Source: an optimization exercise on an open RTL-to-GDS flow (aim: small area, a short achievable clock period and few clock cycles per item). Production flows keep margins and buffers that such runs may drop. No functional check of the RTL was part of any run shown here.

==> flow/design.v, too long to show whole: its modules and the start of the top module <==
// module uac_rx: 983 lines
module uac_rx (
    input  wire        clk,
    input  wire        rst,           
    input  wire        in_valid,
    output wire        in_ready,
    input  wire [15:0] in_sample,     
    output reg         frame_done,
    output wire        det,
    output reg         ev_valid,
    output wire [11:0] ev_word
);
  // ...
==> flow/flow/run.sh <==
#!/bin/bash
# The standard layout (standard.sh) with three changes to how it is made;
# the design, constraints and clock period are unchanged:
#  - synthesis skips Yosys's early generic ABC pass (SYNTH_ARGS=-noabc), so the
#    generated full-adder tree keeps its structure; registers are unchanged;
#  - port buffers are buf_2 cells instead of the default (a slow delay buffer);
#  - timing repair aims for 18.3 ns of setup slack instead of 0.
# Every tool's output is in standard.log and in orfs/logs.
set -euo pipefail
export SYNTH_ARGS="-noabc"
export BUFFER_PORTS_ARGS="-buffer_cell sky130_fd_sc_hd__buf_2"
export SETUP_SLACK_MARGIN=18.3
bash standard.sh > standard.log 2>&1
==> flow/standard.sh <==
#!/bin/bash
# synth_recipe.tcl (not shown) runs the flow's synth.tcl, then flattens the netlist and writes it again
# the make line also repeats each setting of config.mk as NAME=value (left out here)
make -C /OpenROAD-flow-scripts/flow DESIGN_CONFIG=/design/flow/config.mk WORK_HOME=/design/flow/orfs CLKGATE_MAP_FILE= SYNTH_SCRIPT=/design/flow/synth_recipe.tcl "${@:-finish}"
==> flow/config.mk <==
export PLATFORM = sky130hd
export DESIGN_NAME = uac_rx
export DESIGN_NICKNAME = uac_rx
export VERILOG_FILES = /design/flow/design.v
export SDC_FILE = /design/flow/constraint.sdc
export NUM_CORES = 4
export LEC_CHECK = 0
export CAP_MARGIN = 20
export CORE_MARGIN = 2
export CORE_UTILIZATION = 40
export CTS_BUF_LIST = sky130_fd_sc_hd__clkbuf_16
export CTS_CLUSTER_DIAMETER = 150
export CTS_CLUSTER_SIZE = 30
export SLEW_MARGIN = 20
==> flow/constraint.sdc <==
create_clock -name core_clock -period 24.0 [get_ports {clk}]
set_input_delay 4.8000 -clock core_clock [delete_from_list [all_inputs] [get_ports {clk}]]
set_output_delay 4.8000 -clock core_clock [all_outputs]
set_load 0.01 [all_outputs]
==> results.sh, run 1 <==
export IMPL_outcome="finished clean"
export IMPL_drive_gt1_frac=0.158
export IMPL_startpoint_type="flop"
export IMPL_syn_to_final_growth_pct=14.0
export IMPL_critPathBufInv=2
export IMPL_final_common_cell="fa_1"
export IMPL_synthArstFlopShare=0
export IMPL_tightest_slew_ns=0.934
export IMPL_synth_seq_area_share=0.218
export IMPL_ys_flop_type="dfxtp_1"
export IMPL_worst_path_stages=2
export IMPL_cts_sinks=119
export IMPL_setup_tns_ns=0
export IMPL_hold_viol=0
export IMPL_final_area_sq_mm=0.0131
export IMPL_final_setup_skew_ns=0.00958
export IMPL_wl_met1_um=14000
export IMPL_rr_worst_depth=19
export IMPL_gp_congestion=0.928
export IMPL_multi_input_area_share=0.646
export IMPL_insertion_delay_ns=0.43
export IMPL_synthesis_area_sq_mm=0.0115
export IMPL_end_kind="output port"
export IMPL_maxSlewViolCount=0
export IMPL_clk_share=0.0434
==> module uac_rx, before the edit <==
module uac_rx (
    input  wire        clk,
    input  wire        rst,           
    input  wire        in_valid,
    output wire        in_ready,
    input  wire [15:0] in_sample,     
    output reg         frame_done,
    output wire        det,
    output reg         ev_valid,
    output wire [11:0] ev_word
);
    localparam [1:0] EXPECT_ONE  = 2'd0;
    localparam [1:0] EXPECT_ZERO = 2'd1;
    localparam [1:0] LOCKED      = 2'd2;
    localparam [1:0] FAILED      = 2'd3;
    reg         rdy;
    reg  [15:3] xr;           
    reg         vr;           
    reg  [9:0]  idx;          
    reg         clr;          
    reg         rr;           
    assign in_ready = rdy;
    wire take = in_valid & rdy;
    reg  [22:0] s1, s2;
    reg  [1:0]  phase;
    reg         lk, lkn, lkd, lkdn;
    wire fs1;
    wire fc2;
    assign fs1 = 1'b0 ^ xr[4] ^ s2[0];
    assign fc2 = (1'b0 & xr[4]) | (s2[0] & (1'b0 ^ xr[4]));
    wire fs3;
    wire fc4;
    assign fs3 = 1'b0 ^ s1[0] ^ xr[5];
    assign fc4 = (1'b0 & s1[0]) | (xr[5] & (1'b0 ^ s1[0]));
    wire fs5;
    wire fc6;
    assign fs5 = s2[1] ^ (lk ? ~s1[2] : ~s1[3]) ^ (lkn ? ~s1[5] : ~s1[11]);
    assign fc6 = (s2[1] & (lk ? ~s1[2] : ~s1[3])) | ((lkn ? ~s1[5] : ~s1[11]) & (s2[1] ^ (lk ? ~s1[2] : ~s1[3])));
    wire fs7;
    wire fc8;
    assign fs7 = s1[1] ^ xr[6] ^ s2[2];
    assign fc8 = (s1[1] & xr[6]) | (s2[2] & (s1[1] ^ xr[6]));
    wire fs9;
    wire fc10;
    assign fs9 = (lk ? ~s1[3] : ~s1[4]) ^ (lkn ? ~s1[6] : ~s1[12]) ^ (lkd ? s1[8] : s1[11]);
    assign fc10 = ((lk ? ~s1[3] : ~s1[4]) & (lkn ? ~s1[6] : ~s1[12])) | ((lkd ? s1[8] : s1[11]) & ((lk ? ~s1[3] : ~s1[4]) ^ (lkn ? ~s1[6] : ~s1[12])));
    wire fs11;
    wire fc12;
    assign fs11 = s1[2] ^ xr[7] ^ s2[3];
    assign fc12 = (s1[2] & xr[7]) | (s2[3] & (s1[2] ^ xr[7]));
    wire fs13;
    wire fc14;
    assign fs13 = (lk ? ~s1[4] : ~s1[5]) ^ (lkn ? ~s1[7] : ~s1[13]) ^ (lkd ? s1[9] : s1[12]);
    assign fc14 = ((lk ? ~s1[4] : ~s1[5]) & (lkn ? ~s1[7] : ~s1[13])) | ((lkd ? s1[9] : s1[12]) & ((lk ? ~s1[4] : ~s1[5]) ^ (lkn ? ~s1[7] : ~s1[13])));
    wire fs15;
    wire fc16;
    assign fs15 = s1[3] ^ xr[8] ^ s2[4];
    assign fc16 = (s1[3] & xr[8]) | (s2[4] & (s1[3] ^ xr[8]));
    wire fs17;
    wire fc18;
    assign fs17 = (lk ? ~s1[5] : ~s1[6]) ^ (lkn ? ~s1[8] : ~s1[14]) ^ (lkd ? s1[10] : s1[13]);
    assign fc18 = ((lk ? ~s1[5] : ~s1[6]) & (lkn ? ~s1[8] : ~s1[14])) | ((lkd ? s1[10] : s1[13]) & ((lk ? ~s1[5] : ~s1[6]) ^ (lkn ? ~s1[8] : ~s1[14])));
    wire fs19;
    wire fc20;
    assign fs19 = s1[4] ^ xr[9] ^ s2[5];
    assign fc20 = (s1[4] & xr[9]) | (s2[5] & (s1[4] ^ xr[9]));
    wire fs21;
    wire fc22;
    assign fs21 = (lk ? ~s1[6] : ~s1[7]) ^ (lkn ? ~s1[9] : ~s1[15]) ^ (lkd ? s1[11] : s1[14]);
    assign fc22 = ((lk ? ~s1[6] : ~s1[7]) & (lkn ? ~s1[9] : ~s1[15])) | ((lkd ? s1[11] : s1[14]) & ((lk ? ~s1[6] : ~s1[7]) ^ (lkn ? ~s1[9] : ~s1[15])));
    wire fs23;
    wire fc24;
    assign fs23 = s1[5] ^ xr[10] ^ s2[6];
    assign fc24 = (s1[5] & xr[10]) | (s2[6] & (s1[5] ^ xr[10]));
    wire fs25;
    wire fc26;
    assign fs25 = (lk ? ~s1[7] : ~s1[8]) ^ (lkn ? ~s1[10] : ~s1[16]) ^ (lkd ? s1[12] : s1[15]);
    assign fc26 = ((lk ? ~s1[7] : ~s1[8]) & (lkn ? ~s1[10] : ~s1[16])) | ((lkd ? s1[12] : s1[15]) & ((lk ? ~s1[7] : ~s1[8]) ^ (lkn ? ~s1[10] : ~s1[16])));
    wire fs27;
    wire fc28;
    assign fs27 = s1[6] ^ xr[11] ^ s2[7];
    assign fc28 = (s1[6] & xr[11]) | (s2[7] & (s1[6] ^ xr[11]));
    wire fs29;
    wire fc30;
    assign fs29 = (lk ? ~s1[8] : ~s1[9]) ^ (lkn ? ~s1[11] : ~s1[17]) ^ (lkd ? s1[13] : s1[16]);
    assign fc30 = ((lk ? ~s1[8] : ~s1[9]) & (lkn ? ~s1[11] : ~s1[17])) | ((lkd ? s1[13] : s1[16]) & ((lk ? ~s1[8] : ~s1[9]) ^ (lkn ? ~s1[11] : ~s1[17])));
    wire fs31;
    wire fc32;
    assign fs31 = s1[7] ^ xr[12] ^ s2[8];
    assign fc32 = (s1[7] & xr[12]) | (s2[8] & (s1[7] ^ xr[12]));
    wire fs33;
    wire fc34;
    assign fs33 = (lk ? ~s1[9] : ~s1[10]) ^ (lkn ? ~s1[12] : ~s1[18]) ^ (lkd ? s1[14] : s1[17]);
    assign fc34 = ((lk ? ~s1[9] : ~s1[10]) & (lkn ? ~s1[12] : ~s1[18])) | ((lkd ? s1[14] : s1[17]) & ((lk ? ~s1[9] : ~s1[10]) ^ (lkn ? ~s1[12] : ~s1[18])));
    wire fs35;
    wire fc36;
    assign fs35 = lkn ^ s1[8] ^ xr[13];
    assign fc36 = (lkn & s1[8]) | (xr[13] & (lkn ^ s1[8]));
    wire fs37;
    wire fc38;
    assign fs37 = s2[9] ^ (lk ? ~s1[10] : ~s1[11]) ^ (lkn ? ~s1[13] : ~s1[19]);
    assign fc38 = (s2[9] & (lk ? ~s1[10] : ~s1[11])) | ((lkn ? ~s1[13] : ~s1[19]) & (s2[9] ^ (lk ? ~s1[10] : ~s1[11])));
    wire hs39;
    wire hc40;
    assign hs39 = (lkd ? s1[15] : s1[18]) ^ (lkdn ? s1[21] : ~s1[22]);
    assign hc40 = (lkd ? s1[15] : s1[18]) | (lkdn ? s1[21] : ~s1[22]);
    wire fs41;
    wire fc42;
    assign fs41 = 1'b0 ^ s1[9] ^ xr[14];
    assign fc42 = (1'b0 & s1[9]) | (xr[14] & (1'b0 ^ s1[9]));
    wire fs43;
    wire fc44;
    assign fs43 = s2[10] ^ (lk ? ~s1[11] : ~s1[12]) ^ (lkn ? ~s1[14] : ~s1[20]);
    assign fc44 = (s2[10] & (lk ? ~s1[11] : ~s1[12])) | ((lkn ? ~s1[14] : ~s1[20]) & (s2[10] ^ (lk ? ~s1[11] : ~s1[12])));
    wire fs45;
    wire fc46;
    assign fs45 = (lkd ? s1[16] : s1[19]) ^ (~lkdn | ~s1[22]) ^ (~lk | s1[15]);
    assign fc46 = ((lkd ? s1[16] : s1[19]) & (~lkdn | ~s1[22])) | ((~lk | s1[15]) & ((lkd ? s1[16] : s1[19]) ^ (~lkdn | ~s1[22])));
    wire fs47;
    wire fc48;
    assign fs47 = s1[10] ^ ~xr[15] ^ s2[11];
    assign fc48 = (s1[10] & ~xr[15]) | (s2[11] & (s1[10] ^ ~xr[15]));
    wire fs49;
    wire fc50;
    assign fs49 = (lk ? ~s1[12] : ~s1[13]) ^ (lkn ? ~s1[15] : ~s1[21]) ^ (lkd ? s1[17] : s1[20]);
    assign fc50 = ((lk ? ~s1[12] : ~s1[13]) & (lkn ? ~s1[15] : ~s1[21])) | ((lkd ? s1[17] : s1[20]) & ((lk ? ~s1[12] : ~s1[13]) ^ (lkn ? ~s1[15] : ~s1[21])));
    wire fs51;
    wire fc52;
    assign fs51 = lk ^ s1[11] ^ s2[12];
    assign fc52 = (lk & s1[11]) | (s2[12] & (lk ^ s1[11]));
    wire hs53;
    wire hc54;
    assign hs53 = (lk ? ~s1[13] : ~s1[14]) ^ (lkn ? ~s1[16] : s1[22]);
    assign hc54 = (lk ? ~s1[13] : ~s1[14]) | (lkn ? ~s1[16] : s1[22]);
    wire fs55;
    wire fc56;
    assign fs55 = lkn ^ s1[12] ^ s2[13];
    assign fc56 = (lkn & s1[12]) | (s2[13] & (lkn ^ s1[12]));
    wire hs57;
    wire hc58;
    assign hs57 = (lk ? ~s1[14] : ~s1[15]) ^ (~lkn | ~s1[17]);
    assign hc58 = (lk ? ~s1[14] : ~s1[15]) | (~lkn | ~s1[17]);
    wire fs59;
    wire fc60;
    assign fs59 = 1'b0 ^ s1[13] ^ s2[14];
    assign fc60 = (1'b0 & s1[13]) | (s2[14] & (1'b0 ^ s1[13]));
    wire hs61;
    wire hc62;
    assign hs61 = (lk ? ~s1[15] : ~s1[16]) ^ (~lkn | ~s1[18]);
    assign hc62 = (lk ? ~s1[15] : ~s1[16]) | (~lkn | ~s1[18]);
    wire fs63;
    wire fc64;
    assign fs63 = 1'b0 ^ s1[14] ^ s2[15];
    assign fc64 = (1'b0 & s1[14]) | (s2[15] & (1'b0 ^ s1[14]));
    wire hs65;
    wire hc66;
    assign hs65 = (lk ? ~s1[16] : ~s1[17]) ^ (~lkn | ~s1[19]);
    assign hc66 = (lk ? ~s1[16] : ~s1[17]) | (~lkn | ~s1[19]);
    wire fs67;
    wire fc68;
    assign fs67 = lk ^ s1[15] ^ s2[16];
    assign fc68 = (lk & s1[15]) | (s2[16] & (lk ^ s1[15]));
    wire hs69;
    wire hc70;
    assign hs69 = (lk ? ~s1[17] : ~s1[18]) ^ (~lkn | ~s1[20]);
    assign hc70 = (lk ? ~s1[17] : ~s1[18]) | (~lkn | ~s1[20]);
    wire fs71;
    wire fc72;
    assign fs71 = lk ^ s1[16] ^ s2[17];
    assign fc72 = (lk & s1[16]) | (s2[17] & (lk ^ s1[16]));
    wire hs73;
    wire hc74;
    assign hs73 = lkn ^ (lkn | ~s1[5]);
    assign hc74 = lkn | (lkn | ~s1[5]);
    wire hs75;
    wire hc76;
    assign hs75 = (lkn ? ~s1[0] : ~s1[6]) ^ (lkd ? s1[2] : s1[5]);
    assign hc76 = (lkn ? ~s1[0] : ~s1[6]) | (lkd ? s1[2] : s1[5]);
    wire hs77;
    wire hc78;
    assign hs77 = (lkn ? ~s1[1] : ~s1[7]) ^ (lkd ? s1[3] : s1[6]);
    assign hc78 = (lkn ? ~s1[1] : ~s1[7]) | (lkd ? s1[3] : s1[6]);
    wire fs79;
    wire fc80;
    assign fs79 = (lk | ~s1[0]) ^ (lkn ? ~s1[2] : ~s1[8]) ^ (lkd ? s1[4] : s1[7]);
    assign fc80 = ((lk | ~s1[0]) & (lkn ? ~s1[2] : ~s1[8])) | ((lkd ? s1[4] : s1[7]) & ((lk | ~s1[0]) ^ (lkn ? ~s1[2] : ~s1[8])));
    wire fs81;
    wire fc82;
    assign fs81 = (lk ? ~s1[0] : ~s1[1]) ^ (lkn ? ~s1[3] : ~s1[9]) ^ (lkd ? s1[5] : s1[8]);
    assign fc82 = ((lk ? ~s1[0] : ~s1[1]) & (lkn ? ~s1[3] : ~s1[9])) | ((lkd ? s1[5] : s1[8]) & ((lk ? ~s1[0] : ~s1[1]) ^ (lkn ? ~s1[3] : ~s1[9])));
    wire fs83;
    wire fc84;
    assign fs83 = fs1 ^ (lk ? ~s1[1] : ~s1[2]) ^ (lkn ? ~s1[4] : ~s1[10]);
    assign fc84 = (fs1 & (lk ? ~s1[1] : ~s1[2])) | ((lkn ? ~s1[4] : ~s1[10]) & (fs1 ^ (lk ? ~s1[1] : ~s1[2])));
    wire hs85;
    wire hc86;
    assign hs85 = (lkd ? s1[6] : s1[9]) ^ (lkdn ? s1[12] : s1[13]);
    assign hc86 = (lkd ? s1[6] : s1[9]) | (lkdn ? s1[12] : s1[13]);
    wire fs87;
    wire fc88;
    assign fs87 = fc2 ^ fs3 ^ (lkd ? s1[7] : s1[10]);
    assign fc88 = (fc2 & fs3) | ((lkd ? s1[7] : s1[10]) & (fc2 ^ fs3));
    wire fs89;
    wire fc90;
    assign fs89 = (lkdn ? s1[13] : s1[14]) ^ (~lk | s1[6]) ^ fs5;
    assign fc90 = ((lkdn ? s1[13] : s1[14]) & (~lk | s1[6])) | (fs5 & ((lkdn ? s1[13] : s1[14]) ^ (~lk | s1[6])));
    wire fs91;
    wire fc92;
    assign fs91 = fc4 ^ fs7 ^ (lkdn ? s1[14] : s1[15]);
    assign fc92 = (fc4 & fs7) | ((lkdn ? s1[14] : s1[15]) & (fc4 ^ fs7));
    wire fs93;
    wire fc94;
    assign fs93 = (~lk | s1[7]) ^ fc6 ^ fs9;
    assign fc94 = ((~lk | s1[7]) & fc6) | (fs9 & ((~lk | s1[7]) ^ fc6));
    wire fs95;
    wire fc96;
    assign fs95 = fc8 ^ fs11 ^ (lkdn ? s1[15] : s1[16]);
    assign fc96 = (fc8 & fs11) | ((lkdn ? s1[15] : s1[16]) & (fc8 ^ fs11));
    wire fs97;
    wire fc98;
    assign fs97 = (~lk | s1[8]) ^ fc10 ^ fs13;
    assign fc98 = ((~lk | s1[8]) & fc10) | (fs13 & ((~lk | s1[8]) ^ fc10));
    wire fs99;
    wire fc100;
    assign fs99 = fc12 ^ fs15 ^ (lkdn ? s1[16] : s1[17]);
    assign fc100 = (fc12 & fs15) | ((lkdn ? s1[16] : s1[17]) & (fc12 ^ fs15));
    wire fs101;
    wire fc102;
    assign fs101 = (~lk | s1[9]) ^ fc14 ^ fs17;
    assign fc102 = ((~lk | s1[9]) & fc14) | (fs17 & ((~lk | s1[9]) ^ fc14));
    wire fs103;
    wire fc104;
    assign fs103 = fc16 ^ fs19 ^ (lkdn ? s1[17] : s1[18]);
    assign fc104 = (fc16 & fs19) | ((lkdn ? s1[17] : s1[18]) & (fc16 ^ fs19));
    wire fs105;
    wire fc106;
    assign fs105 = (~lk | s1[10]) ^ fc18 ^ fs21;
    assign fc106 = ((~lk | s1[10]) & fc18) | (fs21 & ((~lk | s1[10]) ^ fc18));
    wire fs107;
    wire fc108;
    assign fs107 = fc20 ^ fs23 ^ (lkdn ? s1[18] : s1[19]);
    assign fc108 = (fc20 & fs23) | ((lkdn ? s1[18] : s1[19]) & (fc20 ^ fs23));
    wire fs109;
    wire fc110;
    assign fs109 = (~lk | s1[11]) ^ fc22 ^ fs25;
    assign fc110 = ((~lk | s1[11]) & fc22) | (fs25 & ((~lk | s1[11]) ^ fc22));
    wire fs111;
    wire fc112;
    assign fs111 = fc24 ^ fs27 ^ (lkdn ? s1[19] : s1[20]);
    assign fc112 = (fc24 & fs27) | ((lkdn ? s1[19] : s1[20]) & (fc24 ^ fs27));
    wire fs113;
    wire fc114;
    assign fs113 = (~lk | s1[12]) ^ fc26 ^ fs29;
    assign fc114 = ((~lk | s1[12]) & fc26) | (fs29 & ((~lk | s1[12]) ^ fc26));
    wire fs115;
    wire fc116;
    assign fs115 = fc28 ^ fs31 ^ (lkdn ? s1[20] : s1[21]);
    assign fc116 = (fc28 & fs31) | ((lkdn ? s1[20] : s1[21]) & (fc28 ^ fs31));
    wire fs117;
    wire fc118;
    assign fs117 = (~lk | s1[13]) ^ fc30 ^ fs33;
    assign fc118 = ((~lk | s1[13]) & fc30) | (fs33 & ((~lk | s1[13]) ^ fc30));
    wire fs119;
    wire fc120;
    assign fs119 = fc32 ^ fs35 ^ (~lk | s1[14]);
    assign fc120 = (fc32 & fs35) | ((~lk | s1[14]) & (fc32 ^ fs35));
    wire fs121;
    wire fc122;
    assign fs121 = ~hs39 ^ fc34 ^ fs37;
    assign fc122 = (~hs39 & fc34) | (fs37 & (~hs39 ^ fc34));
    wire fs123;
    wire fc124;
    assign fs123 = fc36 ^ fs41 ^ hc40;
    assign fc124 = (fc36 & fs41) | (hc40 & (fc36 ^ fs41));
    wire fs125;
    wire fc126;
    assign fs125 = fc38 ^ fs43 ^ fs45;
    assign fc126 = (fc38 & fs43) | (fs45 & (fc38 ^ fs43));
    wire fs127;
    wire fc128;
    assign fs127 = fc42 ^ fs47 ^ (~lk | s1[16]);
    assign fc128 = (fc42 & fs47) | ((~lk | s1[16]) & (fc42 ^ fs47));
    wire fs129;
    wire fc130;
    assign fs129 = fc44 ^ fc46 ^ fs49;
    assign fc130 = (fc44 & fc46) | (fs49 & (fc44 ^ fc46));
    wire fs131;
    wire fc132;
    assign fs131 = fc48 ^ fs51 ^ (lkd ? s1[18] : s1[21]);
    assign fc132 = (fc48 & fs51) | ((lkd ? s1[18] : s1[21]) & (fc48 ^ fs51));
    wire fs133;
    wire fc134;
    assign fs133 = (~lk | s1[17]) ^ ~hs53 ^ fc50;
    assign fc134 = ((~lk | s1[17]) & ~hs53) | (fc50 & ((~lk | s1[17]) ^ ~hs53));
    wire fs135;
    wire fc136;
    assign fs135 = fc52 ^ fs55 ^ (lkd ? s1[19] : ~s1[22]);
    assign fc136 = (fc52 & fs55) | ((lkd ? s1[19] : ~s1[22]) & (fc52 ^ fs55));
    wire fs137;
    wire fc138;
    assign fs137 = (~lk | s1[18]) ^ ~hs57 ^ hc54;
    assign fc138 = ((~lk | s1[18]) & ~hs57) | (hc54 & ((~lk | s1[18]) ^ ~hs57));
    wire fs139;
    wire fc140;
    assign fs139 = fc56 ^ fs59 ^ (~lkd | s1[20]);
    assign fc140 = (fc56 & fs59) | ((~lkd | s1[20]) & (fc56 ^ fs59));
    wire fs141;
    wire fc142;
    assign fs141 = (~lk | s1[19]) ^ ~hs61 ^ hc58;
    assign fc142 = ((~lk | s1[19]) & ~hs61) | (hc58 & ((~lk | s1[19]) ^ ~hs61));
    wire fs143;
    wire fc144;
    assign fs143 = fc60 ^ fs63 ^ (~lkd | s1[21]);
    assign fc144 = (fc60 & fs63) | ((~lkd | s1[21]) & (fc60 ^ fs63));
    wire fs145;
    wire fc146;
    assign fs145 = (~lk | s1[20]) ^ ~hs65 ^ hc62;
    assign fc146 = ((~lk | s1[20]) & ~hs65) | (hc62 & ((~lk | s1[20]) ^ ~hs65));
    wire fs147;
    wire fc148;
    assign fs147 = fc64 ^ fs67 ^ (~lkd | ~s1[22]);
    assign fc148 = (fc64 & fs67) | ((~lkd | ~s1[22]) & (fc64 ^ fs67));
    wire fs149;
    wire fc150;
    assign fs149 = (~lk | s1[21]) ^ ~hs69 ^ hc66;
    assign fc150 = ((~lk | s1[21]) & ~hs69) | (hc66 & ((~lk | s1[21]) ^ ~hs69));
    wire fs151;
    wire fc152;
    assign fs151 = fc68 ^ fs71 ^ (lk ? ~s1[18] : ~s1[19]);
    assign fc152 = (fc68 & fs71) | ((lk ? ~s1[18] : ~s1[19]) & (fc68 ^ fs71));
    wire fs153;
    wire fc154;
    assign fs153 = (~lkn | ~s1[21]) ^ (~lk | ~s1[22]) ^ hc70;
    assign fc154 = ((~lkn | ~s1[21]) & (~lk | ~s1[22])) | (hc70 & ((~lkn | ~s1[21]) ^ (~lk | ~s1[22])));
    wire fs155;
    wire fc156;
    assign fs155 = lkn ^ s1[17] ^ s2[18];
    assign fc156 = (lkn & s1[17]) | (s2[18] & (lkn ^ s1[17]));
    wire fs157;
    wire fc158;
    assign fs157 = fc72 ^ (lk ? ~s1[19] : ~s1[20]) ^ (~lkn | s1[22]);
    assign fc158 = (fc72 & (lk ? ~s1[19] : ~s1[20])) | ((~lkn | s1[22]) & (fc72 ^ (lk ? ~s1[19] : ~s1[20])));
    wire fs159;
    wire fc160;
    assign fs159 = 1'b0 ^ s1[18] ^ s2[19];
    assign fc160 = (1'b0 & s1[18]) | (s2[19] & (1'b0 ^ s1[18]));
    wire hs161;
    wire hc162;
    assign hs161 = lkn ^ s1[19];
    assign hc162 = lkn | s1[19];
    wire hs163;
    wire hc164;
    assign hs163 = lk ^ s1[20];
    assign hc164 = lk | s1[20];
    wire hs165;
    wire hc166;
    assign hs165 = lk ^ (lkn | ~s1[1]);
    assign hc166 = lk | (lkn | ~s1[1]);
    wire hs167;
    wire hc168;
    assign hs167 = (lkn | ~s1[2]) ^ (lkd | s1[1]);
    assign hc168 = (lkn | ~s1[2]) | (lkd | s1[1]);
    wire hs169;
    wire hc170;
    assign hs169 = (lkn | ~s1[3]) ^ (lkd | s1[2]);
    assign hc170 = (lkn | ~s1[3]) | (lkd | s1[2]);
    wire fs171;
    wire fc172;
    assign fs171 = lkn ^ (lkn | ~s1[4]) ^ (lkd ? s1[0] : s1[3]);
    assign fc172 = (lkn & (lkn | ~s1[4])) | ((lkd ? s1[0] : s1[3]) & (lkn ^ (lkn | ~s1[4])));
    wire fs173;
    wire fc174;
    assign fs173 = (lkd ? s1[1] : s1[4]) ^ (lkdn ? s1[7] : s1[8]) ^ (~lk | s1[0]);
    assign fc174 = ((lkd ? s1[1] : s1[4]) & (lkdn ? s1[7] : s1[8])) | ((~lk | s1[0]) & ((lkd ? s1[1] : s1[4]) ^ (lkdn ? s1[7] : s1[8])));
    wire fs175;
    wire fc176;
    assign fs175 = (lkdn ? ~s1[8] : ~s1[9]) ^ (lk & ~s1[1]) ^ hs75;
    assign fc176 = ((lkdn ? ~s1[8] : ~s1[9]) & (lk & ~s1[1])) | (hs75 & ((lkdn ? ~s1[8] : ~s1[9]) ^ (lk & ~s1[1])));
    wire fs177;
    wire fc178;
    assign fs177 = (lkdn ? ~s1[9] : ~s1[10]) ^ (lk & ~s1[2]) ^ hs77;
    assign fc178 = ((lkdn ? ~s1[9] : ~s1[10]) & (lk & ~s1[2])) | (hs77 & ((lkdn ? ~s1[9] : ~s1[10]) ^ (lk & ~s1[2])));
    wire fs179;
    wire fc180;
    assign fs179 = (lkdn ? s1[10] : s1[11]) ^ (~lk | s1[3]) ^ hc78;
    assign fc180 = ((lkdn ? s1[10] : s1[11]) & (~lk | s1[3])) | (hc78 & ((lkdn ? s1[10] : s1[11]) ^ (~lk | s1[3])));
    wire fs181;
    wire fc182;
    assign fs181 = (lkdn ? s1[11] : s1[12]) ^ (~lk | s1[4]) ^ fc80;
    assign fc182 = ((lkdn ? s1[11] : s1[12]) & (~lk | s1[4])) | (fc80 & ((lkdn ? s1[11] : s1[12]) ^ (~lk | s1[4])));
    wire fs183;
    wire fc184;
    assign fs183 = (~lk | s1[5]) ^ fc82 ^ fs83;
    assign fc184 = ((~lk | s1[5]) & fc82) | (fs83 & ((~lk | s1[5]) ^ fc82));
    wire fs185;
    wire fc186;
    assign fs185 = hc86 ^ fc84 ^ fs87;
    assign fc186 = (hc86 & fc84) | (fs87 & (hc86 ^ fc84));
    wire fs187;
    wire fc188;
    assign fs187 = fc88 ^ fs91 ^ fc90;
    assign fc188 = (fc88 & fs91) | (fc90 & (fc88 ^ fs91));
    wire fs189;
    wire fc190;
    assign fs189 = fc92 ^ fs95 ^ fc94;
    assign fc190 = (fc92 & fs95) | (fc94 & (fc92 ^ fs95));
    wire fs191;
    wire fc192;
    assign fs191 = fc96 ^ fs99 ^ fc98;
    assign fc192 = (fc96 & fs99) | (fc98 & (fc96 ^ fs99));
    wire fs193;
    wire fc194;
    assign fs193 = fc100 ^ fs103 ^ fc102;
    assign fc194 = (fc100 & fs103) | (fc102 & (fc100 ^ fs103));
    wire fs195;
    wire fc196;
    assign fs195 = fc104 ^ fs107 ^ fc106;
    assign fc196 = (fc104 & fs107) | (fc106 & (fc104 ^ fs107));
    wire fs197;
    wire fc198;
    assign fs197 = fc108 ^ fs111 ^ fc110;
    assign fc198 = (fc108 & fs111) | (fc110 & (fc108 ^ fs111));
    wire fs199;
    wire fc200;
    assign fs199 = fc112 ^ fs115 ^ fc114;
    assign fc200 = (fc112 & fs115) | (fc114 & (fc112 ^ fs115));
    wire fs201;
    wire fc202;
    assign fs201 = fc116 ^ fs119 ^ fc118;
    assign fc202 = (fc116 & fs119) | (fc118 & (fc116 ^ fs119));
    wire fs203;
    wire fc204;
    assign fs203 = fc120 ^ fs123 ^ fc122;
    assign fc204 = (fc120 & fs123) | (fc122 & (fc120 ^ fs123));
    wire fs205;
    wire fc206;
    assign fs205 = fs127 ^ fc124 ^ fc126;
    assign fc206 = (fs127 & fc124) | (fc126 & (fs127 ^ fc124));
    wire fs207;
    wire fc208;
    assign fs207 = fc128 ^ fs131 ^ fs133;
    assign fc208 = (fc128 & fs131) | (fs133 & (fc128 ^ fs131));
    wire fs209;
    wire fc210;
    assign fs209 = fc132 ^ fs135 ^ fs137;
    assign fc210 = (fc132 & fs135) | (fs137 & (fc132 ^ fs135));
    wire fs211;
    wire fc212;
    assign fs211 = fc136 ^ fs139 ^ fc138;
    assign fc212 = (fc136 & fs139) | (fc138 & (fc136 ^ fs139));
    wire fs213;
    wire fc214;
    assign fs213 = fc140 ^ fs143 ^ fc142;
    assign fc214 = (fc140 & fs143) | (fc142 & (fc140 ^ fs143));
    wire fs215;
    wire fc216;
    assign fs215 = fc144 ^ fs147 ^ fc146;
    assign fc216 = (fc144 & fs147) | (fc146 & (fc144 ^ fs147));
    wire fs217;
    wire fc218;
    assign fs217 = fc148 ^ fs151 ^ fc150;
    assign fc218 = (fc148 & fs151) | (fc150 & (fc148 ^ fs151));
    wire fs219;
    wire fc220;
    assign fs219 = fs155 ^ fc152 ^ fs157;
    assign fc220 = (fs155 & fc152) | (fs157 & (fs155 ^ fc152));
    wire fs221;
    wire fc222;
    assign fs221 = fc156 ^ fs159 ^ (lk ? ~s1[20] : ~s1[21]);
    assign fc222 = (fc156 & fs159) | ((lk ? ~s1[20] : ~s1[21]) & (fc156 ^ fs159));
    wire fs223;
    wire fc224;
    assign fs223 = s2[20] ^ ~hs161 ^ fc160;
    assign fc224 = (s2[20] & ~hs161) | (fc160 & (s2[20] ^ ~hs161));
    wire fs225;
    wire fc226;
    assign fs225 = s2[21] ^ ~hs163 ^ hc162;
    assign fc226 = (s2[21] & ~hs163) | (hc162 & (s2[21] ^ ~hs163));
    wire hs227;
    wire hc228;
    assign hs227 = s1[21] ^ ~s2[22];
    assign hc228 = s1[21] | ~s2[22];
    wire hs229;
    wire hc230;
    assign hs229 = (lkd | s1[0]) ^ (lkdn ? s1[3] : s1[4]);
    assign hc230 = (lkd | s1[0]) | (lkdn ? s1[3] : s1[4]);
    wire fs231;
    wire fc232;
    assign fs231 = (lkdn ? s1[4] : s1[5]) ^ ~hs167 ^ hc166;
    assign fc232 = ((lkdn ? s1[4] : s1[5]) & ~hs167) | (hc166 & ((lkdn ? s1[4] : s1[5]) ^ ~hs167));
    wire fs233;
    wire fc234;
    assign fs233 = (lkdn ? s1[5] : s1[6]) ^ ~hs169 ^ hc168;
    assign fc234 = ((lkdn ? s1[5] : s1[6]) & ~hs169) | (hc168 & ((lkdn ? s1[5] : s1[6]) ^ ~hs169));
    wire fs235;
    wire fc236;
    assign fs235 = (lkdn ? s1[6] : s1[7]) ^ hc170 ^ fs171;
    assign fc236 = ((lkdn ? s1[6] : s1[7]) & hc170) | (fs171 & ((lkdn ? s1[6] : s1[7]) ^ hc170));
    wire fs237;
    wire fc238;
    assign fs237 = ~hs73 ^ fc172 ^ fs173;
    assign fc238 = (~hs73 & fc172) | (fs173 & (~hs73 ^ fc172));
    wire fs239;
    wire fc240;
    assign fs239 = hc74 ^ fc174 ^ ~fs175;
    assign fc240 = (hc74 & fc174) | (~fs175 & (hc74 ^ fc174));
    wire fs241;
    wire fc242;
    assign fs241 = ~hc76 ^ fc176 ^ fs177;
    assign fc242 = (~hc76 & fc176) | (fs177 & (~hc76 ^ fc176));
    wire fs243;
    wire fc244;
    assign fs243 = fs79 ^ ~fc178 ^ fs179;
    assign fc244 = (fs79 & ~fc178) | (fs179 & (fs79 ^ ~fc178));
    wire fs245;
    wire fc246;
    assign fs245 = fs81 ^ fc180 ^ fs181;
    assign fc246 = (fs81 & fc180) | (fs181 & (fs81 ^ fc180));
    wire fs247;
    wire fc248;
    assign fs247 = ~hs85 ^ fc182 ^ fs183;
    assign fc248 = (~hs85 & fc182) | (fs183 & (~hs85 ^ fc182));
    wire fs249;
    wire fc250;
    assign fs249 = fc184 ^ fs185 ^ fs89;
    assign fc250 = (fc184 & fs185) | (fs89 & (fc184 ^ fs185));
    wire fs251;
    wire fc252;
    assign fs251 = fc186 ^ fs93 ^ fs187;
    assign fc252 = (fc186 & fs93) | (fs187 & (fc186 ^ fs93));
    wire fs253;
    wire fc254;
    assign fs253 = fs97 ^ fc188 ^ fs189;
    assign fc254 = (fs97 & fc188) | (fs189 & (fs97 ^ fc188));
    wire fs255;
    wire fc256;
    assign fs255 = fs101 ^ fc190 ^ fs191;
    assign fc256 = (fs101 & fc190) | (fs191 & (fs101 ^ fc190));
    wire fs257;
    wire fc258;
    assign fs257 = fs105 ^ fc192 ^ fs193;
    assign fc258 = (fs105 & fc192) | (fs193 & (fs105 ^ fc192));
    wire fs259;
    wire fc260;
    assign fs259 = fs109 ^ fc194 ^ fs195;
    assign fc260 = (fs109 & fc194) | (fs195 & (fs109 ^ fc194));
    wire fs261;
    wire fc262;
    assign fs261 = fs113 ^ fc196 ^ fs197;
    assign fc262 = (fs113 & fc196) | (fs197 & (fs113 ^ fc196));
    wire fs263;
    wire fc264;
    assign fs263 = fs117 ^ fc198 ^ fs199;
    assign fc264 = (fs117 & fc198) | (fs199 & (fs117 ^ fc198));
    wire fs265;
    wire fc266;
    assign fs265 = fs121 ^ fc200 ^ fs201;
    assign fc266 = (fs121 & fc200) | (fs201 & (fs121 ^ fc200));
    wire fs267;
    wire fc268;
    assign fs267 = fs125 ^ fc202 ^ fs203;
    assign fc268 = (fs125 & fc202) | (fs203 & (fs125 ^ fc202));
    wire fs269;
    wire fc270;
    assign fs269 = fs129 ^ fc204 ^ fs205;
    assign fc270 = (fs129 & fc204) | (fs205 & (fs129 ^ fc204));
    wire fs271;
    wire fc272;
    assign fs271 = fc130 ^ fc206 ^ fs207;
    assign fc272 = (fc130 & fc206) | (fs207 & (fc130 ^ fc206));
    wire fs273;
    wire fc274;
    assign fs273 = fc134 ^ fs209 ^ fc208;
    assign fc274 = (fc134 & fs209) | (fc208 & (fc134 ^ fs209));
    wire fs275;
    wire fc276;
    assign fs275 = fs141 ^ fs211 ^ fc210;
    assign fc276 = (fs141 & fs211) | (fc210 & (fs141 ^ fs211));
    wire fs277;
    wire fc278;
    assign fs277 = fs145 ^ fc212 ^ fs213;
    assign fc278 = (fs145 & fc212) | (fs213 & (fs145 ^ fc212));
    wire fs279;
    wire fc280;
    assign fs279 = fs149 ^ fc214 ^ fs215;
    assign fc280 = (fs149 & fc214) | (fs215 & (fs149 ^ fc214));
    wire fs281;
    wire fc282;
    assign fs281 = fs153 ^ fc216 ^ fs217;
    assign fc282 = (fs153 & fc216) | (fs217 & (fs153 ^ fc216));
    wire fs283;
    wire fc284;
    assign fs283 = fc154 ^ fs219 ^ fc218;
    assign fc284 = (fc154 & fs219) | (fc218 & (fc154 ^ fs219));
    wire fs285;
    wire fc286;
    assign fs285 = fc158 ^ fs221 ^ fc220;
    assign fc286 = (fc158 & fs221) | (fc220 & (fc158 ^ fs221));
    wire fs287;
    wire fc288;
    assign fs287 = (lk ? ~s1[21] : s1[22]) ^ fs223 ^ fc222;
    assign fc288 = ((lk ? ~s1[21] : s1[22]) & fs223) | (fc222 & ((lk ? ~s1[21] : s1[22]) ^ fs223));
    wire fs289;
    wire fc290;
    assign fs289 = fs225 ^ (~lk | s1[22]) ^ fc224;
    assign fc290 = (fs225 & (~lk | s1[22])) | (fc224 & (fs225 ^ (~lk | s1[22])));
    wire fs291;
    wire fc292;
    assign fs291 = ~hs227 ^ hc164 ^ fc226;
    assign fc292 = (~hs227 & hc164) | (fc226 & (~hs227 ^ hc164));
    wire [36:0] dp_a = {fs291, fs289, fs287, fs285, fs283, fs281, fs279, fs277, fs275, fs273, fs271, fs269, fs267, fs265, fs263, fs261, fs259, fs257, fs255, fs253, fs251, fs249, fs247, fs245, fs243, ~fs241, fs239, fs237, fs235, fs233, fs231, ~hs229, (lkn | ~s1[0]), (lkdn ? s1[1] : s1[2]), (lkdn ? s1[0] : s1[1]), (lkdn | s1[0]), 1'b1};
    wire [36:0] dp_b = {fc290, fc288, fc286, fc284, fc282, fc280, fc278, fc276, fc274, fc272, fc270, fc268, fc266, fc264, fc262, fc260, fc258, fc256, fc254, fc252, fc250, fc248, fc246, fc244, ~fc242, fc240, fc238, fc236, fc234, fc232, hc230, ~hs165, (lkdn ? s1[2] : s1[3]), 1'b1, lk, lkn, 1'b1};
    wire [36:0] pg_g = dp_a & dp_b;
    wire [36:0] pg_p = dp_a ^ dp_b;
    wire cg1 = pg_g[1] | (pg_p[1] & pg_g[0]);
    wire cp1 = pg_p[1] & pg_p[0];
    wire cg2 = pg_g[3] | (pg_p[3] & pg_g[2]);
    wire cp2 = pg_p[3] & pg_p[2];
    wire cg3 = pg_g[5] | (pg_p[5] & pg_g[4]);
    wire cp3 = pg_p[5] & pg_p[4];
    wire cg4 = pg_g[7] | (pg_p[7] & pg_g[6]);
    wire cp4 = pg_p[7] & pg_p[6];
    wire cg5 = pg_g[9] | (pg_p[9] & pg_g[8]);
    wire cp5 = pg_p[9] & pg_p[8];
    wire cg6 = pg_g[11] | (pg_p[11] & pg_g[10]);
    wire cp6 = pg_p[11] & pg_p[10];
    wire cg7 = pg_g[13] | (pg_p[13] & pg_g[12]);
    wire cp7 = pg_p[13] & pg_p[12];
    wire cg8 = pg_g[15] | (pg_p[15] & pg_g[14]);
    wire cp8 = pg_p[15] & pg_p[14];
    wire cg9 = pg_g[17] | (pg_p[17] & pg_g[16]);
    wire cp9 = pg_p[17] & pg_p[16];
    wire cg10 = pg_g[19] | (pg_p[19] & pg_g[18]);
    wire cp10 = pg_p[19] & pg_p[18];
    wire cg11 = pg_g[21] | (pg_p[21] & pg_g[20]);
    wire cp11 = pg_p[21] & pg_p[20];
    wire cg12 = pg_g[23] | (pg_p[23] & pg_g[22]);
    wire cp12 = pg_p[23] & pg_p[22];
    wire cg13 = pg_g[25] | (pg_p[25] & pg_g[24]);
    wire cp13 = pg_p[25] & pg_p[24];
    wire cg14 = pg_g[27] | (pg_p[27] & pg_g[26]);
    wire cp14 = pg_p[27] & pg_p[26];
    wire cg15 = pg_g[29] | (pg_p[29] & pg_g[28]);
    wire cp15 = pg_p[29] & pg_p[28];
    wire cg16 = pg_g[31] | (pg_p[31] & pg_g[30]);
    wire cp16 = pg_p[31] & pg_p[30];
    wire cg17 = pg_g[33] | (pg_p[33] & pg_g[32]);
    wire cp17 = pg_p[33] & pg_p[32];
    wire cg18 = pg_g[35] | (pg_p[35] & pg_g[34]);
    wire cp18 = pg_p[35] & pg_p[34];
    wire cg19 = pg_g[2] | (pg_p[2] & cg1);
    wire cp19 = pg_p[2] & cp1;
    wire cg20 = cg2 | (cp2 & cg1);
    wire cp20 = cp2 & cp1;
    wire cg21 = pg_g[6] | (pg_p[6] & cg3);
    wire cp21 = pg_p[6] & cp3;
    wire cg22 = cg4 | (cp4 & cg3);
    wire cp22 = cp4 & cp3;
    wire cg23 = pg_g[10] | (pg_p[10] & cg5);
    wire cp23 = pg_p[10] & cp5;
    wire cg24 = cg6 | (cp6 & cg5);
    wire cp24 = cp6 & cp5;
    wire cg25 = pg_g[14] | (pg_p[14] & cg7);
    wire cp25 = pg_p[14] & cp7;
    wire cg26 = cg8 | (cp8 & cg7);
    wire cp26 = cp8 & cp7;
    wire cg27 = pg_g[18] | (pg_p[18] & cg9);
    wire cp27 = pg_p[18] & cp9;
    wire cg28 = cg10 | (cp10 & cg9);
    wire cp28 = cp10 & cp9;
    wire cg29 = pg_g[22] | (pg_p[22] & cg11);
    wire cp29 = pg_p[22] & cp11;
    wire cg30 = cg12 | (cp12 & cg11);
    wire cp30 = cp12 & cp11;
    wire cg31 = pg_g[26] | (pg_p[26] & cg13);
    wire cp31 = pg_p[26] & cp13;
    wire cg32 = cg14 | (cp14 & cg13);
    wire cp32 = cp14 & cp13;
    wire cg33 = pg_g[30] | (pg_p[30] & cg15);
    wire cp33 = pg_p[30] & cp15;
    wire cg34 = cg16 | (cp16 & cg15);
    wire cp34 = cp16 & cp15;
    wire cg35 = pg_g[34] | (pg_p[34] & cg17);
    wire cp35 = pg_p[34] & cp17;
    wire cg36 = cg18 | (cp18 & cg17);
    wire cp36 = cp18 & cp17;
    wire cg37 = pg_g[4] | (pg_p[4] & cg20);
    wire cp37 = pg_p[4] & cp20;
    wire cg38 = cg3 | (cp3 & cg20);
    wire cp38 = cp3 & cp20;
    wire cg39 = cg21 | (cp21 & cg20);
    wire cp39 = cp21 & cp20;
    wire cg40 = cg22 | (cp22 & cg20);
    wire cp40 = cp22 & cp20;
    wire cg41 = pg_g[12] | (pg_p[12] & cg24);
    wire cp41 = pg_p[12] & cp24;
    wire cg42 = cg7 | (cp7 & cg24);
    wire cp42 = cp7 & cp24;
    wire cg43 = cg25 | (cp25 & cg24);
    wire cp43 = cp25 & cp24;
    wire cg44 = cg26 | (cp26 & cg24);
    wire cp44 = cp26 & cp24;
    wire cg45 = pg_g[20] | (pg_p[20] & cg28);
    wire cp45 = pg_p[20] & cp28;
    wire cg46 = cg11 | (cp11 & cg28);
    wire cp46 = cp11 & cp28;
    wire cg47 = cg29 | (cp29 & cg28);
    wire cp47 = cp29 & cp28;
    wire cg48 = cg30 | (cp30 & cg28);
    wire cp48 = cp30 & cp28;
    wire cg49 = pg_g[28] | (pg_p[28] & cg32);
    wire cp49 = pg_p[28] & cp32;
    wire cg50 = cg15 | (cp15 & cg32);
    wire cp50 = cp15 & cp32;
    wire cg51 = cg33 | (cp33 & cg32);
    wire cp51 = cp33 & cp32;
    wire cg52 = cg34 | (cp34 & cg32);
    wire cp52 = cp34 & cp32;
    wire cg53 = pg_g[36] | (pg_p[36] & cg36);
    wire cp53 = pg_p[36] & cp36;
    wire cg54 = pg_g[8] | (pg_p[8] & cg40);
    wire cp54 = pg_p[8] & cp40;
    wire cg55 = cg5 | (cp5 & cg40);
    wire cp55 = cp5 & cp40;
    wire cg56 = cg23 | (cp23 & cg40);
    wire cp56 = cp23 & cp40;
    wire cg57 = cg24 | (cp24 & cg40);
    wire cp57 = cp24 & cp40;
    wire cg58 = cg41 | (cp41 & cg40);
    wire cp58 = cp41 & cp40;
    wire cg59 = cg42 | (cp42 & cg40);
    wire cp59 = cp42 & cp40;
    wire cg60 = cg43 | (cp43 & cg40);
    wire cp60 = cp43 & cp40;
    wire cg61 = cg44 | (cp44 & cg40);
    wire cp61 = cp44 & cp40;
    wire cg62 = pg_g[24] | (pg_p[24] & cg48);
    wire cp62 = pg_p[24] & cp48;
    wire cg63 = cg13 | (cp13 & cg48);
    wire cp63 = cp13 & cp48;
    wire cg64 = cg31 | (cp31 & cg48);
    wire cp64 = cp31 & cp48;
    wire cg65 = cg32 | (cp32 & cg48);
    wire cp65 = cp32 & cp48;
    wire cg66 = cg49 | (cp49 & cg48);
    wire cp66 = cp49 & cp48;
    wire cg67 = cg50 | (cp50 & cg48);
    wire cp67 = cp50 & cp48;
    wire cg68 = cg51 | (cp51 & cg48);
    wire cp68 = cp51 & cp48;
    wire cg69 = cg52 | (cp52 & cg48);
    wire cp69 = cp52 & cp48;
    wire cg70 = pg_g[16] | (pg_p[16] & cg61);
    wire cp70 = pg_p[16] & cp61;
    wire cg71 = cg9 | (cp9 & cg61);
    wire cp71 = cp9 & cp61;
    wire cg72 = cg27 | (cp27 & cg61);
    wire cp72 = cp27 & cp61;
    wire cg73 = cg28 | (cp28 & cg61);
    wire cp73 = cp28 & cp61;
    wire cg74 = cg45 | (cp45 & cg61);
    wire cp74 = cp45 & cp61;
    wire cg75 = cg46 | (cp46 & cg61);
    wire cp75 = cp46 & cp61;
    wire cg76 = cg47 | (cp47 & cg61);
    wire cp76 = cp47 & cp61;
    wire cg77 = cg48 | (cp48 & cg61);
    wire cp77 = cp48 & cp61;
    wire cg78 = cg62 | (cp62 & cg61);
    wire cp78 = cp62 & cp61;
    wire cg79 = cg63 | (cp63 & cg61);
    wire cp79 = cp63 & cp61;
    wire cg80 = cg64 | (cp64 & cg61);
    wire cp80 = cp64 & cp61;
    wire cg81 = cg65 | (cp65 & cg61);
    wire cp81 = cp65 & cp61;
    wire cg82 = cg66 | (cp66 & cg61);
    wire cp82 = cp66 & cp61;
    wire cg83 = cg67 | (cp67 & cg61);
    wire cp83 = cp67 & cp61;
    wire cg84 = cg68 | (cp68 & cg61);
    wire cp84 = cp68 & cp61;
    wire cg85 = cg69 | (cp69 & cg61);
    wire cp85 = cp69 & cp61;
    wire cg86 = pg_g[32] | (pg_p[32] & cg85);
    wire cp86 = pg_p[32] & cp85;
    wire cg87 = cg17 | (cp17 & cg85);
    wire cp87 = cp17 & cp85;
    wire cg88 = cg35 | (cp35 & cg85);
    wire cp88 = cp35 & cp85;
    wire cg89 = cg36 | (cp36 & cg85);
    wire cp89 = cp36 & cp85;
    wire cg90 = cg53 | (cp53 & cg85);
    wire cp90 = cp53 & cp85;
    wire cc91 = pg_g[0] | pg_p[0];
    wire cc92 = cg1 | cp1;
    wire cc93 = cg19 | cp19;
    wire cc94 = cg20 | cp20;
    wire cc95 = cg37 | cp37;
    wire cc96 = cg38 | cp38;
    wire cc97 = cg39 | cp39;
    wire cc98 = cg40 | cp40;
    wire cc99 = cg54 | cp54;
    wire cc100 = cg55 | cp55;
    wire cc101 = cg56 | cp56;
    wire cc102 = cg57 | cp57;
    wire cc103 = cg58 | cp58;
    wire cc104 = cg59 | cp59;
    wire cc105 = cg60 | cp60;
    wire cc106 = cg61 | cp61;
    wire cc107 = cg70 | cp70;
    wire cc108 = cg71 | cp71;
    wire cc109 = cg72 | cp72;
    wire cc110 = cg73 | cp73;
    wire cc111 = cg74 | cp74;
    wire cc112 = cg75 | cp75;
    wire cc113 = cg76 | cp76;
    wire cc114 = cg77 | cp77;
    wire cc115 = cg78 | cp78;
    wire cc116 = cg79 | cp79;
    wire cc117 = cg80 | cp80;
    wire cc118 = cg81 | cp81;
    wire cc119 = cg82 | cp82;
    wire cc120 = cg83 | cp83;
    wire cc121 = cg84 | cp84;
    wire cc122 = cg85 | cp85;
    wire cc123 = cg86 | cp86;
    wire cc124 = cg87 | cp87;
    wire cc125 = cg88 | cp88;
    wire cc126 = cg89 | cp89;
    wire [36:0] dp_sum = ~(pg_p ^ {cc126, cc125, cc124, cc123, cc122, cc121, cc120, cc119, cc118, cc117, cc116, cc115, cc114, cc113, cc112, cc111, cc110, cc109, cc108, cc107, cc106, cc105, cc104, cc103, cc102, cc101, cc100, cc99, cc98, cc97, cc96, cc95, cc94, cc93, cc92, cc91, 1'b1});
    wire [22:0] s_new = dp_sum[36:14];
    reg         pw;           
    reg         ps;           
    reg  [13:0] acc;
    wire hi1  = ~((&s1[22:10]) | ~(|s1[22:10]));
    wire hi2  = ~((&s2[22:10]) | ~(|s2[22:10]));
    wire big  = hi1 | hi2;
    wire lo1  = (&s1[22:7]) | ~(|s1[22:7]);
    wire lo2  = (&s2[22:7]) | ~(|s2[22:7]);
    wire tiny = lo1 & lo2;
    wire        sb  = idx[0];
    wire [3:0]  j   = idx[4:1];
    wire        bj  = sb ? s2[j] : s1[j];
    wire [13:0] op  = ~bj ? 14'd0 : sb ? ~{xr[15], xr[15:3]} : {{3{s1[10]}}, s1[10:0]};
    wire        sub = sb ^ (j == 4'd10);
    wire [13:0] an  = acc + (op ^ {14{sub}}) + {13'd0, sub};
    wire        fin = (pw & ~ps & (big | tiny)) | (ps & (j == 4'd11));
    wire        det_v = big | (~tiny & ~acc[13] & (|acc[12:5]));    
    reg  [4:0]  win;
    reg  [2:0]  frame_cnt;
    reg         transfer_active;
    reg  [7:0]  pending;
    reg  [2:0]  bits_in_byte;
    reg  [1:0]  ev_kind;      
    reg         nz;           
    assign det     = win[0];
    assign ev_word = {2'b00, ev_kind, pending};
    wire [4:0]  win_n = {win[3:0], det_v};
    wire [2:0]  vsum  = win_n[0] + win_n[1] + win_n[2] + win_n[3] + win_n[4];
    wire        bit_v = (vsum > 3'd2);
    reg  [1:0]  phase1;
    reg         sync_lost;
    wire [7:0]  pend_n = {pending[6:0], bit_v};
    wire [2:0]  bib_n  = bits_in_byte + 3'd1;
    wire        tx_end = (bib_n == 3'd0) & ~nz & ~bit_v;    
    always @* begin
        phase1    = phase;
        sync_lost = 1'b0;
        if (phase != LOCKED) begin
            if (phase == EXPECT_ONE && vsum == 3'd5)
                phase1 = EXPECT_ZERO;
            else if (phase == EXPECT_ZERO && vsum == 3'd0)
                phase1 = EXPECT_ONE;
            else if (phase != FAILED) begin
                phase1    = FAILED;
                sync_lost = 1'b1;
            end
        end
    end
    reg  [1:0]  phase2;
    always @* begin
        phase2 = phase;
        if (transfer_active && frame_cnt == 3'd4) begin
            phase2 = phase1;
            if (bib_n == 3'd0) begin
                if (tx_end)
                    phase2 = EXPECT_ONE;
                else if (phase1 == EXPECT_ONE)
                    phase2 = LOCKED;
            end
        end
    end
    wire last = vr ? (idx == 10'd1022) : (&idx);
    always @(posedge clk) begin
        if (rdy)
            xr <= ~in_sample[15:3];
        else if (ps)
            xr <= xr;
        else if (pw)
            xr <= ~s_new[12:0];
        else
            xr <= 13'h1fff;
        clr  <= rst | fin;
        ev_kind <= tx_end ? 2'd3 : sync_lost ? 2'd2 : 2'd1;
        rr   <= rst;
        lkd  <= (phase == LOCKED);
        lkdn <= (phase != LOCKED);
        frame_done <= 1'b0;
        ev_valid   <= 1'b0;
        vr         <= take & ~rst;
        if (rst) begin
            rdy   <= 1'b1;
            idx   <= 10'd0;
            pw    <= 1'b0;
            ps    <= 1'b0;
            phase <= EXPECT_ONE;
        end else begin
            if (vr | ps)
                idx <= idx + 10'd1;
            if (in_valid & last)
                rdy <= 1'b0;
            if (vr & (&idx))
                pw <= 1'b1;
            if (pw & ~ps & ~(big | tiny))
                ps <= 1'b1;
            if (fin) begin
                pw    <= 1'b0;
                ps    <= 1'b0;
                idx   <= 10'd0;
                rdy   <= 1'b1;
                phase <= phase2;
                frame_done <= 1'b1;
                if (transfer_active && frame_cnt == 3'd4 &&
                    (sync_lost || tx_end || (bib_n == 3'd0 && phase1 == LOCKED)))
                    ev_valid <= 1'b1;
            end
        end
        if (clr) begin
            s1  <= 23'd0;
            s2  <= 23'd0;
            acc <= 13'd0;
        end else begin
            if (vr) begin
                s2 <= s1;
                s1 <= s_new;
            end
            if (ps)
                acc <= sb ? {an[13], an[13:1]} : an;
        end
        if (rr) begin
            win             <= 5'd0;
            frame_cnt       <= 3'd0;
            transfer_active <= 1'b0;
            lk              <= 1'b0;
            lkn             <= 1'b1;
            pending         <= 8'd0;
            nz              <= 1'b0;
            bits_in_byte    <= 3'd0;
        end else if (fin) begin
            win <= win_n;
            lk  <= (phase2 == LOCKED);
            lkn <= (phase2 != LOCKED);
            if (!transfer_active) begin
                if (det_v) begin
                    transfer_active <= 1'b1;
                    frame_cnt       <= 3'd1;
                end
            end else if (frame_cnt != 3'd4) begin
                frame_cnt <= frame_cnt + 3'd1;
            end else begin
                frame_cnt    <= 3'd0;
                pending      <= sync_lost ? 8'd0 : pend_n;
                nz           <= (bib_n != 3'd0) & (nz | bit_v);
                bits_in_byte <= bib_n;
                if (tx_end) begin
                    transfer_active <= 1'b0;
                    bits_in_byte    <= 3'd0;
                end
            end
        end
    end
endmodule
==> inputs of run 2 (changes only) <==
--- a/flow/design.v
+++ b/flow/design.v
@@ -845,5 +845,59 @@
     wire [13:0] op  = ~bj ? 14'd0 : sb ? ~{xr[15], xr[15:3]} : {{3{s1[10]}}, s1[10:0]};
     wire        sub = sb ^ (j == 4'd10);
-    wire [13:0] an  = acc + (op ^ {14{sub}}) + {13'd0, sub};
+    wire [13:0] pa_b = op ^ {14{sub}};
+    wire [13:0] pa_g = acc & pa_b;
+    wire [13:0] pa_p = acc ^ pa_b;
+    wire pa_c0 = pa_g[0] | (pa_p[0] & sub);
+    wire pa_g1 = pa_g[1] | (pa_p[1] & pa_c0);
+    wire pa_p1 = pa_p[1] & pa_p[0];
+    wire pa_g2 = pa_g[3] | (pa_p[3] & pa_g[2]);
+    wire pa_p2 = pa_p[3] & pa_p[2];
+    wire pa_g3 = pa_g[5] | (pa_p[5] & pa_g[4]);
+    wire pa_p3 = pa_p[5] & pa_p[4];
+    wire pa_g4 = pa_g[7] | (pa_p[7] & pa_g[6]);
+    wire pa_p4 = pa_p[7] & pa_p[6];
+    wire pa_g5 = pa_g[9] | (pa_p[9] & pa_g[8]);
+    wire pa_p5 = pa_p[9] & pa_p[8];
+    wire pa_g6 = pa_g[11] | (pa_p[11] & pa_g[10]);
+    wire pa_p6 = pa_p[11] & pa_p[10];
+    wire pa_g7 = pa_g[13] | (pa_p[13] & pa_g[12]);
+    wire pa_p7 = pa_p[13] & pa_p[12];
+    wire pa_g8 = pa_g[2] | (pa_p[2] & pa_g1);
+    wire pa_p8 = pa_p[2] & pa_p1;
+    wire pa_g9 = pa_g2 | (pa_p2 & pa_g1);
+    wire pa_p9 = pa_p2 & pa_p1;
+    wire pa_g10 = pa_g[6] | (pa_p[6] & pa_g3);
+    wire pa_p10 = pa_p[6] & pa_p3;
+    wire pa_g11 = pa_g4 | (pa_p4 & pa_g3);
+    wire pa_p11 = pa_p4 & pa_p3;
+    wire pa_g12 = pa_g[10] | (pa_p[10] & pa_g5);
+    wire pa_p12 = pa_p[10] & pa_p5;
+    wire pa_g13 = pa_g6 | (pa_p6 & pa_g5);
+    wire pa_p13 = pa_p6 & pa_p5;
+    wire pa_g14 = pa_g[4] | (pa_p[4] & pa_g9);
+    wire pa_p14 = pa_p[4] & pa_p9;
+    wire pa_g15 = pa_g3 | (pa_p3 & pa_g9);
+    wire pa_p15 = pa_p3 & pa_p9;
+    wire pa_g16 = pa_g10 | (pa_p10 & pa_g9);
+    wire pa_p16 = pa_p10 & pa_p9;
+    wire pa_g17 = pa_g11 | (pa_p11 & pa_g9);
+    wire pa_p17 = pa_p11 & pa_p9;
+    wire pa_g18 = pa_g[12] | (pa_p[12] & pa_g13);
+    wire pa_p18 = pa_p[12] & pa_p13;
+    wire pa_g19 = pa_g7 | (pa_p7 & pa_g13);
+    wire pa_p19 = pa_p7 & pa_p13;
+    wire pa_g20 = pa_g[8] | (pa_p[8] & pa_g17);
+    wire pa_p20 = pa_p[8] & pa_p17;
+    wire pa_g21 = pa_g5 | (pa_p5 & pa_g17);
+    wire pa_p21 = pa_p5 & pa_p17;
+    wire pa_g22 = pa_g12 | (pa_p12 & pa_g17);
+    wire pa_p22 = pa_p12 & pa_p17;
+    wire pa_g23 = pa_g13 | (pa_p13 & pa_g17);
+    wire pa_p23 = pa_p13 & pa_p17;
+    wire pa_g24 = pa_g18 | (pa_p18 & pa_g17);
+    wire pa_p24 = pa_p18 & pa_p17;
+    wire pa_g25 = pa_g19 | (pa_p19 & pa_g17);
+    wire pa_p25 = pa_p19 & pa_p17;
+    wire [13:0] an = pa_p ^ {pa_g24, pa_g23, pa_g22, pa_g21, pa_g20, pa_g17, pa_g16, pa_g15, pa_g14, pa_g9, pa_g8, pa_g1, pa_c0, sub};
     wire        fin = (pw & ~ps & (big | tiny)) | (ps & (j == 4'd11));
     wire        det_v = big | (~tiny & ~acc[13] & (|acc[12:5]));    
--- a/flow/config.mk
+++ b/flow/config.mk
@@ -9,6 +9,4 @@
 export CORE_MARGIN = 2
 export CORE_UTILIZATION = 40
-export CTS_BUF_LIST = sky130_fd_sc_hd__clkbuf_16
-export CTS_CLUSTER_DIAMETER = 150
-export CTS_CLUSTER_SIZE = 30
+export CTS_BUF_LIST = sky130_fd_sc_hd__clkbuf_8
 export SLEW_MARGIN = 20
==> results.sh, run 2 <==
export IMPL_reg_largest_list="s1: 23 flops, s2: 23 flops, acc: 14 flops"
export IMPL_cts_root_buf="clkbuf_8"
export IMPL_routed_via_density=5.38
export IMPL_dpl_worst_slack_ns=18.16
export IMPL_synthesis_area_sq_mm=0.0115
export IMPL_diodes=0
export IMPL_dp_hpwl_um=20300
export IMPL_startpoint_type="flop"
export IMPL_crit_arrival_ns=0.93
export IMPL_fin_crit_sh=0.239
export IMPL_synthAdderAreaFrac=0.317
export IMPL_critPathBufInv=1
export IMPL_drt_wl_total_um=28800
export IMPL_crit_type="flop to output port"
export IMPL_holdWs_ns=0.460
export IMPL_grt_util_all_layers=0.201
export IMPL_min_period_ns=5.73
export IMPL_die_x_um=173
export IMPL_drt_iter0_drc=513
export IMPL_avgSynthCellArea_sq_um=9.50
export IMPL_synth_area_leaders="fa_1, dfxtp_1, ha_1"
export IMPL_layout_common_cells="fa_1, nor2_1, nand2_1, inv_1"
export IMPL_synth_seq_area_share=0.219
export IMPL_avgRoutedWirePerCell_um=18.0
export IMPL_first_pass_iters=5
export IMPL_final_setup_skew_ns=0.0173
export IMPL_grt_overflow_total=0
export IMPL_fmax_mhz=175
export IMPL_port_buffers=29
export IMPL_cp_cell_sequence="buf_6"
export IMPL_relSlewSlack=0.339
export IMPL_min_path_cells=2
export IMPL_synthArstFlopShare=0
export IMPL_fillCellCount=2788
export IMPL_timing_rr_end="s1[19]"
export IMPL_via_count=8601
export IMPL_drc_errors=0
export IMPL_tightest_slew_ns=0.983
export IMPL_hold_viol=0
export IMPL_insertion_delay_ns=0.47
export IMPL_syn_to_final_growth_pct=9.28
export IMPL_hold_start="pending[7]"
export IMPL_layout_nets=1434
export IMPL_final_antenna_net_count=0
export IMPL_gp_congestion=0.832
export IMPL_drv_cap=0
export IMPL_grt_max_degree=63
export IMPL_rsz0062_at_grt="true"
export IMPL_min_path_type="flop to flop"
export IMPL_cts_tree="done"
export IMPL_synth_xor_xnor_area_share=0.0433
export IMPL_setup_violations_final=0
export IMPL_start_util=0.403
export IMPL_path_max_fanout=2
export IMPL_end_kind="output port"
export IMPL_io_pins=35
export IMPL_drive_gt1_frac=0.130
export IMPL_cpMaxStageDelayCell="dfxtp_4"
export IMPL_reg2reg_slack_ns=18.54
export IMPL_synth_top_family_by_area="adder cells"
export IMPL_clockBufferDepth=2
export IMPL_synth_edff_count=13
export IMPL_synthSimpleGateAreaFrac=0.139
export IMPL_synth_most_common_cell="fa_1"
export IMPL_timing_final_ws_setup_ns=18.27
export IMPL_synth_compound_area_frac=0.115
export IMPL_antenna_found_initial=0
export IMPL_ys_warn_count=1
export IMPL_ctsHoldBuffers=0
export IMPL_cts_sinks=119
export IMPL_synthCells=1209
export IMPL_slowest_delay_ns=0.35
export IMPL_grt_pass1_wl_um=47600
export IMPL_clk_pin_slew_ns=0.08
export IMPL_required_ns=19.20
export IMPL_outcome="finished clean"
export IMPL_rr_worst_depth=16
export IMPL_synth_top_area_cell="fa_1"
export IMPL_synth_mux_area_frac=0.109
export IMPL_cts_made_buffers=17
export IMPL_core_area_sq_mm=0.0285
export IMPL_die_height_um=173
export IMPL_setup_tns_ns=0
export IMPL_synthTopCellsByCount="fa_1, nor2_1, dfxtp_1, nand2_1, inv_1"
export IMPL_maxSlewViolCount=0
export IMPL_cts_max_level=4
export IMPL_dieArea_sq_mm=0.0301
export IMPL_reg2reg_from="s1[12]"
export IMPL_ys_flop_type="dfxtp_1"
export IMPL_synth_top_cell_area_share=0.228
export IMPL_placementRows=62
export IMPL_synth_distinct_cells=70
export IMPL_post_route_util=0.441
export IMPL_grt_pass1_vias=8854
export IMPL_final_common_cell="fa_1"
export IMPL_min_to="pending[7]"
export IMPL_ys_ff_latch=119
export IMPL_path_delay_family="flip-flops"
[run 2: changes by cell type after synthesis, sizes merged, moves of 6 or more]
cell	change
a211oi	+16
a21o	-6
clkbuf	-7
mux2i	-15
nand2	-13
nand3	-6
nor2	+16
o211ai	-9
[run 2: layout make-up]
class                           count  area, sq um  area share
Clock inverter                     12          138      0.0110
Clock buffer                       20          275      0.0219
Inverter                           90          342      0.0272
Multi-Input combinational cell    921         8330       0.664
Timing Repair Buffer               54          439      0.0350
Tap cell                          384          480      0.0383
Sequential cell                   119         2550       0.203
[run 2: worst max path at each step]
| stage | start | end | cells after the start |
|---|---|---|---|
| 4_1_cts | pending[6] | ev_word[6] | 1 |
| 3_3_place_gp | idx[0] | acc[9] | 19 |
| 5_1_grt | win[0] | det | 1 |
| 3_5_place_dp | idx[0] | acc[9] | 19 |
| 2_1_floorplan | rst | pw | 4 |
| 6_report | win[0] | det | 1 |
[run 2: layer usage]
| metal | vias up | global-route usage | part of all wire |
|---|---|---|---|
| met2 | 198 | 0.334 | 0.48 |
| li1 | 4115 | - | - |
| met3 | 40 | 0.0452 | 0.052 |
| met5 | - | 0 | 0 |
| met1 | 4248 | 0.266 | 0.45 |
| met4 | 0 | 0.0512 | 0.018 |
[run 2: cells by family after synthesis]
group | count (synthesis)
fa+ha+maj | 212
flops | 119
xor+xnor | 53
compound gates | 201
simple gates | 343
mux | 110
other cells | 1
buf+inv | 170
[run 2: what timing repair did]
action                                 4_1_cts  5_1_grt
gates resized for setup                     26       23
endpoints found under the hold margin        0        0
pin swaps                                    0        0
setup endpoints to repair                   19       26
setup buffers                                4        9
[run 2: metrics by stage]
| step | instances | cell area, sq um |
|---|---|---|
| after floorplan | 1210 | 11500 |
| after global placement | 1555 | 11900 |
| after detailed placement | 1555 | 11900 |
| after CTS | 1591 | 12400 |
| after global routing | 1600 | 12600 |
| final | 1600 | 12600 |

-- static timing again, ports no longer ideal --
The results above use ideal ports. As a check the final layouts listed here were re-extracted and re-timed, cells and wires unchanged.
Step 1 (the two cells are an assumption about what drives the block):
set clk [get_ports {clk}]
set_driving_cell -lib_cell sky130_fd_sc_hd__clkbuf_16 $clk
set_driving_cell -lib_cell sky130_fd_sc_hd__buf_2 [delete_from_list [all_inputs] $clk]
Step 2 adds t to the input delays and takes it off the output delays; t is the mean of the earliest and latest rising clock arrival at the registers after step 1. Input paths then give back, and output paths get back, about the clock's delay inside the block.
Three values: no drivers, after step 1, after step 2; two values: the first two.
run	shift t [ns]	setup slack, ns	worst hold slack (ns)	worst register clock-pin slew, ns	worst data-port slew with drivers (ns)
run 1	0.474	18.227 / 18.178 / 18.282	0.463 / 0.463 / 0.463	0.06 / 0.06	0.03
run 2	0.504	18.274 / 18.235 / 18.319	0.460 / 0.460 / 0.460	0.09 / 0.09	0.04
After both steps every run listed still meets setup and hold.
